From an optimization exercise on the open Yosys and OpenROAD flow, aimed at small area, a short achievable clock period and few clock cycles; shortcuts taken in it are not production practice.
At most, simulation tests tie the RTL to the original design; equivalence was not proved.

== run 1 ==
## str_loop
module str_loop (
    input  wire               clk,
    input  wire               rst,
    input  wire               cmd_valid,
    input  wire [1:0]         cmd_op,       
    output reg                busy,
    input  wire [7:0]         nsps,
    input  wire [1:0]         ted_sel,
    input  wire               idx_sel,
    input  wire signed [23:0] k1,
    input  wire signed [23:0] k2,
    input  wire [15:0]        nrx,
    input  wire [15:0]        nmf,
    input  wire [15:0]        out_cap,
    output reg                mf_rd_en,
    output reg  [15:0]        mf_addr,
    input  wire [31:0]        mf_rdata,
    output reg                out_valid,
    output wire [31:0]        out_sym,
    output wire signed [33:0] out_err,
    output wire signed [9:0]  out_tau,
    output reg                init_ok,
    output reg                stop,
    output reg  [1:0]         stop_cause,
    output reg                err_flag,
    output reg  [2:0]         err_code,
    output reg  signed [41:0] p2,
    output reg  signed [9:0]  tau,
    output reg  [15:0]        nout,
    output reg  [15:0]        clamp_tot,
    output reg  [15:0]        clamp_con
);
clock: 13.0 ns
lec_check: 0
cap_margin: 20
core_margin: 2
core_utilization: 40
setup_slack_margin: 5
slew_margin: 20
run.sh (not shown) runs the stock make flow with config.mk's settings and CLKGATE_MAP_FILE= SYNTH_SCRIPT=/design/flow/synth_recipe.tcl, a recipe that flattens the netlist after the stock synthesis.
The final layout from run 1, which completed every stage, passed the timing, DRC and antenna checks at the end of the flow.
Testbench counts of run 1, summed over its fixed seeds: cycles 16,075.
> inputs changed (run 1 -> run 2)
--- a/flow/design.v
+++ b/flow/design.v
@@ -142,18 +142,18 @@
     wire signed [17:0] fs        = $signed({1'b0, sb}) + tau;    
     wire [7:0]         n_up      = {1'b0, cfg_n[7:1]} + {7'd0, cfg_n[0]};   
     wire               c_short   = ({1'b0, nrx} < {cfg_n, 1'b0});
     wire               c_end     = (fe_e >= {1'b0, nmf});
     wire               c_full    = (fcnt == out_cap);
     wire               younger   = (rk1 == T_M) || (rk2 == T_M) ||
                                    v1 || v2 || v3 || v4 || v5;
     wire               fe_end    = (fe == F_STOP) || (fe == F_DONE);
-    wire               finish    = fe_end && !younger && !v6 && !restart &&
-                                   !(amb_r && run_mode);
+    wire               finish    = fe_end && !younger && !restart && !amb &&
+                                   !(mispred && run_mode);
     wire               start_ok  = accept && (cmd_op == OP_STEP || cmd_op == OP_RUN) &&
                                    init_ok && !stop;
     always @(posedge clk) begin
         if (rst) begin
             busy       <= 1'b0;
             fe         <= F_IDLE;
             run_mode   <= 1'b0;
             fe_cause   <= 2'd0;
--- outcome ---
Delta (run 2 minus run 1): wire length now sits higher, final worst-path cycle share went up 4.7 points.
Via count (run 2 vs. run 1) increases by a few percent
The final reports for run 2 and run 1 show met1 global-route usage higher in the former.
Looking at cell total after placement, run 2 sits above run 1.
Run 2 vs run 1: final cell count up in run 2
Run 2 vs. run 1: slack of the worst reg-to-reg path went down, setup slack dropped 610 ps, number of vias per cell grew by 0.060, combined area of the multi-input logic cells saw an increase, tightest slew margin relative to the limit went down 4.8 points.
Compared to run 1, run 2 was floorplanned on a bigger die.
Re global routing met2 resource utilization: run 2 is 1.5 points up on run 1.
No functional check of the RTL was part of run 2.

Another version of the RTL of str_loop (not shown whole).
Size in the first run: ~6,900 cells after synthesis, ~710 flip-flops, roughly 65,000 µm² of cells after synthesis.
Settings: LEC_CHECK=0, CAP_MARGIN=5, CORE_MARGIN=2, CORE_UTILIZATION=40, SETUP_SLACK_MARGIN=5, SLEW_MARGIN=5; clock period 13.0 ns.
Testbench counts at the start, summed over its fixed seeds: cycles 16,075.
Change:
--- a/flow/design.v
+++ b/flow/design.v
@@ -141,20 +141,18 @@
     wire [19:0]        tdl    = 20'h80000 - tfr;
     wire               up_f   = (tfr > 20'h80000);
     wire [8:0]         l_hi   = {1'b0, tm_y[27:20]};
     wire               up_s   = (l_hi > dl_r) ||
                                 ((l_hi == dl_r) && ((|tm_y[19:0]) || tfl_r[0]));
     wire               commit  = (v6 && !amb) || amb_r;
     wire signed [9:0]  tau_new = amb_r ? tfl_r + $signed({9'd0, up_s})
                                        : tfl + $signed({9'd0, up_f});
-    wire signed [9:0]  tau_m1  = tau - 10'sd1;
-    wire               mispred = (v6 && (up_f ? (tfl != tau_m1) : (tfl != tau))) ||
-                                 amb_r;
-    wire               restart = mp_r && run_mode && !amb_r;
+    wire               mispred = commit && (amb_r || tau_new != tau);
+    wire               restart = mp_r && run_mode;
     wire               kill    = restart || amb_r;
     wire signed [17:0] fs        = $signed({1'b0, sb}) + tau;    
     wire [7:0]         n_up      = {1'b0, cfg_n[7:1]} + {7'd0, cfg_n[0]};   
     wire               c_short   = ({1'b0, nrx} < {cfg_n, 1'b0});
     wire               c_end     = (fe_e >= {1'b0, nmf});
     wire [15:0]        f_nout    = nout + {13'd0, pend};    
     wire               c_full    = (f_nout == out_cap);
     wire               younger   = (rk1 == T_M) || (rk2 == T_M) ||
Clock skew climbs by 0.012 ns.
Die area is about the same.
Cell count drops slightly.
Setup slack is worse by 0.0040 ns.
Clock-buffer cell count climbs by 8.
Critical path depth drops by 3.
Non-clock buffer count drops by 10.
Via count drops slightly.
Cell area stays flat.
Fmax is about the same.
Only the layout flow was run in the second run of this note; the RTL was not checked for function there.

str_loop, a different RTL version from the one above (not shown whole).
Size: ~0.063 mm^2 of cells after synthesis.
Settings: LEC_CHECK=0, ABC_AREA=1, CAP_MARGIN=5, CORE_MARGIN=2, CORE_UTILIZATION=40, SETUP_SLACK_MARGIN=5, SLEW_MARGIN=5; clock period 13.0 ns.
Then changed:
--- a/flow/design.v
+++ b/flow/design.v
@@ -46,21 +46,23 @@
     reg               run_mode;
     reg [1:0]         fe_cause;
     reg [16:0]        sb;           
     reg [16:0]        fe_e;         
     reg [2:0]         pend;         
     reg [1:0]         rk1, rk2;     
     reg signed [15:0] s_i, s_q, e_i, e_q, m_i, m_q;
-    reg signed [16:0] d_i, d_q;
-    reg signed [1:0]  zs_i, zs_q;
+    reg signed [16:0] d_q;
+    reg signed [1:0]  zs_q;
+    reg signed [16:0] a_op;         
+    reg signed [15:0] b_op;         
     reg signed [33:0] acc, err_r, err_b, err_c;
     reg [31:0]        sym1, sym2, sym3;
     reg signed [46:0] pl;
     reg signed [44:0] prod;
-    reg               prod_ovf, prod_neg;
+    reg [16:0]        prod_hi;      
     reg signed [13:0] k_op;
     reg               mp_r;
     reg               amb_r;        
     reg signed [9:0]  tfl_r;
     reg [8:0]         dl_r;
     reg               v1, v2, v3, v4, v5, v6;
     assign out_sym = sym3;
@@ -91,18 +93,19 @@
                 add17[i] = a[i] ^ b[i] ^ c;
                 c        = (a[i] & b[i]) | (a[i] & c) | (b[i] & c);
             end
         end
     endfunction
     wire zc_mode = cfg_ted[1];
     wire               mac_neg = (cfg_ted != 2'd1);
-    wire signed [15:0] zx_i    = {{14{zs_i[1]}}, zs_i};
+    wire signed [1:0]  zs_i_n  = zc_sgn(s_i, e_i);
+    wire signed [15:0] zx_i_n  = {{14{zs_i_n[1]}}, zs_i_n};
     wire signed [15:0] zx_q    = {{14{zs_q[1]}}, zs_q};
-    wire signed [16:0] mul_a   = v1 ? d_i : d_q;
-    wire signed [15:0] mul_b   = zc_mode ? (v1 ? zx_i : zx_q) : (v1 ? m_i : m_q);
+    wire signed [16:0] mul_a   = a_op;
+    wire signed [15:0] mul_b   = b_op;
     wire signed [33:0] mac_ad  = v1 ? 34'sd0 : acc;
     function zc_opp;
         input signed [15:0] a;
         input signed [15:0] b;
         zc_opp = zc_mode && (a[15] != b[15]) && (a != 16'sd0) && (b != 16'sd0);
     endfunction
     function signed [16:0] addsub17;
@@ -121,15 +124,16 @@
     booth_mac #(.NA(17), .NB(16), .W(34)) u_emac (
         .a(mul_a), .b(mul_b), .negb(mac_neg), .c(mac_ad), .y(mac));
     wire signed [13:0] k_hi   = cfg_k1h + cfg_k2h + $signed({13'd0, cfg_kc});   
     wire signed [47:0] k_ad   = v3 ? 48'sd0 : {{14{pl[46]}}, pl[46:13]};
     wire signed [47:0] kmac;
     booth_mac #(.NA(34), .NB(14), .W(48)) u_kmac (
         .a(err_r), .b(k_op), .negb(1'b0), .c(k_ad), .y(kmac));
-    wire               k_ovf  = !((&kmac[47:31]) || !(|kmac[47:31]));
+    wire               prod_ovf = !((&prod_hi) || !(|prod_hi));
+    wire               prod_neg = prod_hi[16];
     localparam signed [45:0] ONE     = 46'sd1 << 40;
     localparam signed [45:0] MIN_ONE = -(46'sd1 << 40);
     wire signed [45:0] t_sum = p2 + prod;
     wire               t_gt  = !t_sum[45] && ((|t_sum[44:41]) ||
                                               (t_sum[40] && (|t_sum[39:0])));
     wire               t_lt  = t_sum[45] && !(&t_sum[44:40]);
     wire               t_hi  = prod_ovf ? !prod_neg : t_gt;
@@ -282,15 +286,15 @@
                             stop       <= 1'b1;
                             stop_cause <= fe_cause;
                         end
                     end
                 end
                 default: ;
             endcase
-            pend <= pend + {2'd0, fe == F_M} - {2'd0, v6};
+            pend <= pend + {2'd0, fe == F_M} - {2'd0, commit};
             if (start_ok || restart) begin
                 pend <= 3'd0;
                 fe_e <= fs[16:0] + {9'd0, cfg_n};
                 if (fs >= 0 && fs[16:0] < {1'b0, nmf}) begin
                     mf_rd_en <= 1'b1;
                     mf_addr  <= fs[15:0];
                     rk1      <= T_S;
@@ -318,17 +322,16 @@
                 if (t_hi)
                     p2 <= ONE[41:0];
                 else if (t_lo)
                     p2 <= MIN_ONE[41:0];
                 else
                     p2 <= t_sum[41:0];
             end
-            if (v6 || amb_r)
+            if (commit) begin
                 tau  <= tau_new;
-            if (v6) begin
                 nout <= inc16(nout);
                 sb   <= add17(sb, {9'd0, cfg_n}, 1'b0);
             end
         end
     end
     always @(posedge clk) begin
         case (rk2)
@@ -341,36 +344,40 @@
                 s_q <= e_q;
                 e_i <= mf_rdata[15:0];
                 e_q <= mf_rdata[31:16];
             end
             T_M: begin
                 m_i  <= mf_rdata[15:0];
                 m_q  <= mf_rdata[31:16];
-                d_i  <= addsub17(s_i, e_i, !zc_opp(s_i, e_i));
                 d_q  <= addsub17(s_q, e_q, !zc_opp(s_q, e_q));
-                zs_i <= zc_sgn(s_i, e_i);
                 zs_q <= zc_sgn(s_q, e_q);
             end
             default: ;
         endcase
+        if (rk2 == T_M) begin
+            a_op <= addsub17(s_i, e_i, !zc_opp(s_i, e_i));
+            b_op <= zc_mode ? zx_i_n : $signed(mf_rdata[15:0]);
+        end else if (v1) begin
+            a_op <= d_q;
+            b_op <= zc_mode ? zx_q : m_q;
+        end
         if (v1) begin
             acc  <= mac;
             sym1 <= cfg_idx ? {s_q, s_i} : {m_q, m_i};
         end
         if (v2)
             err_r <= mac;
         k_op <= v2 ? $signed({1'b0, cfg_kl}) : k_hi;
         if (v3) begin
             pl   <= kmac[46:0];
             sym2 <= sym1;
         end
         if (v4) begin
             prod     <= {kmac[31:0], pl[12:0]};
-            prod_ovf <= k_ovf;
-            prod_neg <= kmac[47];
+            prod_hi  <= kmac[47:31];
             err_b    <= err_r;
         end
         if (v5 && !amb_r)
             sym3 <= sym2;
         if (v6)
             err_c <= err_b;
         if (amb) begin
Result: Global-route usage goes down by 0.74 points. Die area goes up by 0.80%. Worst setup slack got worse by 0.043 ns. Worst hold slack got worse by 0.0087 ns. Sequential share of layout area goes up by 1.1 points. Register-to-register slack got worse by 0.04 ns. Area after synthesis goes up by 0.81%. Cell count goes down by 0.62%. Synthesized cell count goes down by 0.92%. Count of clock-buffer cells in the layout goes down by 3. Critical path depth goes up by 4. Routed wire length goes down by 2.4%. Final area is about the same.
No functional check of the RTL was part of any run of this note.

RTL: one of the versions met above, not the one the previous note started from.
Size in the first run: ~7100 cells after synthesis, roughly 710 flip-flops, roughly 350 I/O pins.
Settings: LEC_CHECK=0, ABC_AREA=1, CAP_MARGIN=5, CORE_MARGIN=2, CORE_UTILIZATION=40, SETUP_SLACK_MARGIN=5, SLEW_MARGIN=5; clock period 13.0 ns.
Edit:
--- a/flow/design.v
+++ b/flow/design.v
@@ -142,16 +142,18 @@
     wire               up_f   = (tfr > 20'h80000);
     wire [8:0]         l_hi   = {1'b0, tm_y[27:20]};
     wire               up_s   = (l_hi > dl_r) ||
                                 ((l_hi == dl_r) && ((|tm_y[19:0]) || tfl_r[0]));
     wire               commit  = (v6 && !amb) || amb_r;
     wire signed [9:0]  tau_new = amb_r ? tfl_r + $signed({9'd0, up_s})
                                        : tfl + $signed({9'd0, up_f});
-    wire               mispred = commit && (amb_r || tau_new != tau);
-    wire               restart = mp_r && run_mode;
+    wire signed [9:0]  tau_m1  = tau - 10'sd1;
+    wire               mispred = (v6 && (up_f ? (tfl != tau_m1) : (tfl != tau))) ||
+                                 amb_r;
+    wire               restart = mp_r && run_mode && !amb_r;
     wire               kill    = restart || amb_r;
     wire signed [17:0] fs        = $signed({1'b0, sb}) + tau;    
     wire [7:0]         n_up      = {1'b0, cfg_n[7:1]} + {7'd0, cfg_n[0]};   
     wire               c_short   = ({1'b0, nrx} < {cfg_n, 1'b0});
     wire               c_end     = (fe_e >= {1'b0, nmf});
     wire [15:0]        f_nout    = nout + {13'd0, pend};    
     wire               c_full    = (f_nout == out_cap);
Effect:
- cell area decreases by 1.2%
- first-iteration DRC count is lower by 5.3%
- worst hold slack is worse by 36 ps
- critical path depth went down by 23
- sequential cell count does not change
- via count went down by 1.6%
- global-route usage is lower by 1.0 points
- final cell count fell by 0.56%
- count of clock-buffer cells in the layout rises by 3
- synthesized cell count hardly moves
- die area hardly moves
- sequential share of layout area grows by 0.34 points
Testbench counts after the change, summed over its fixed seeds: cycles 16,075.
No functional check of the RTL was part of the first run of this note.

-- re-timing with driven ports --
How much do the figures lean on ideal ports? The routed layouts below were timed once more, with nothing changed but the port constraints.
Step 1: set_driving_cell puts a clkbuf_16 on clk and a buf_2 on each other input, an assumption about the parent block.
Step 2 moves the port delays by t, midway between the first and last clock arrival at a register: inputs arrive t later, outputs are due t later. That takes back most of the time a late clock gives input paths.
Three values: ideal ports, drivers, drivers and shift; two values: the first two.
| run | t (ns) | setup WS [ns] | slew at the worst register clock pin (ns) |
|---|---|---|---|
| run 1 | 0.798 | 5.127 / 5.127 / 5.127 | 0.08 / 0.08 |
| run 2 | 0.787 | 4.517 / 4.517 / 4.517 | 0.08 / 0.08 |
| the first run of note 2 | 0.770 | 4.949 / 4.949 / 4.606 | 0.09 / 0.09 |
| the second run of note 2 | 0.756 | 4.945 / 4.945 / 4.945 | 0.07 / 0.07 |
| the first run of note 3 | 0.795 | 5.423 / 5.423 / 5.423 | 0.07 / 0.07 |
| the second run of note 3 | 0.789 | 5.380 / 5.380 / 5.380 | 0.08 / 0.08 |
| the first run of note 4 | 0.794 | 5.397 / 5.397 / 5.397 | 0.07 / 0.07 |
| the second run of note 4 | 0.794 | 5.429 / 5.429 / 5.429 | 0.07 / 0.07 |
After both steps every run listed still meets setup and hold. The setup slack of the first run of note 2, which loses most, moves by 0.000 ns with the drivers and by -0.343 ns with both steps.
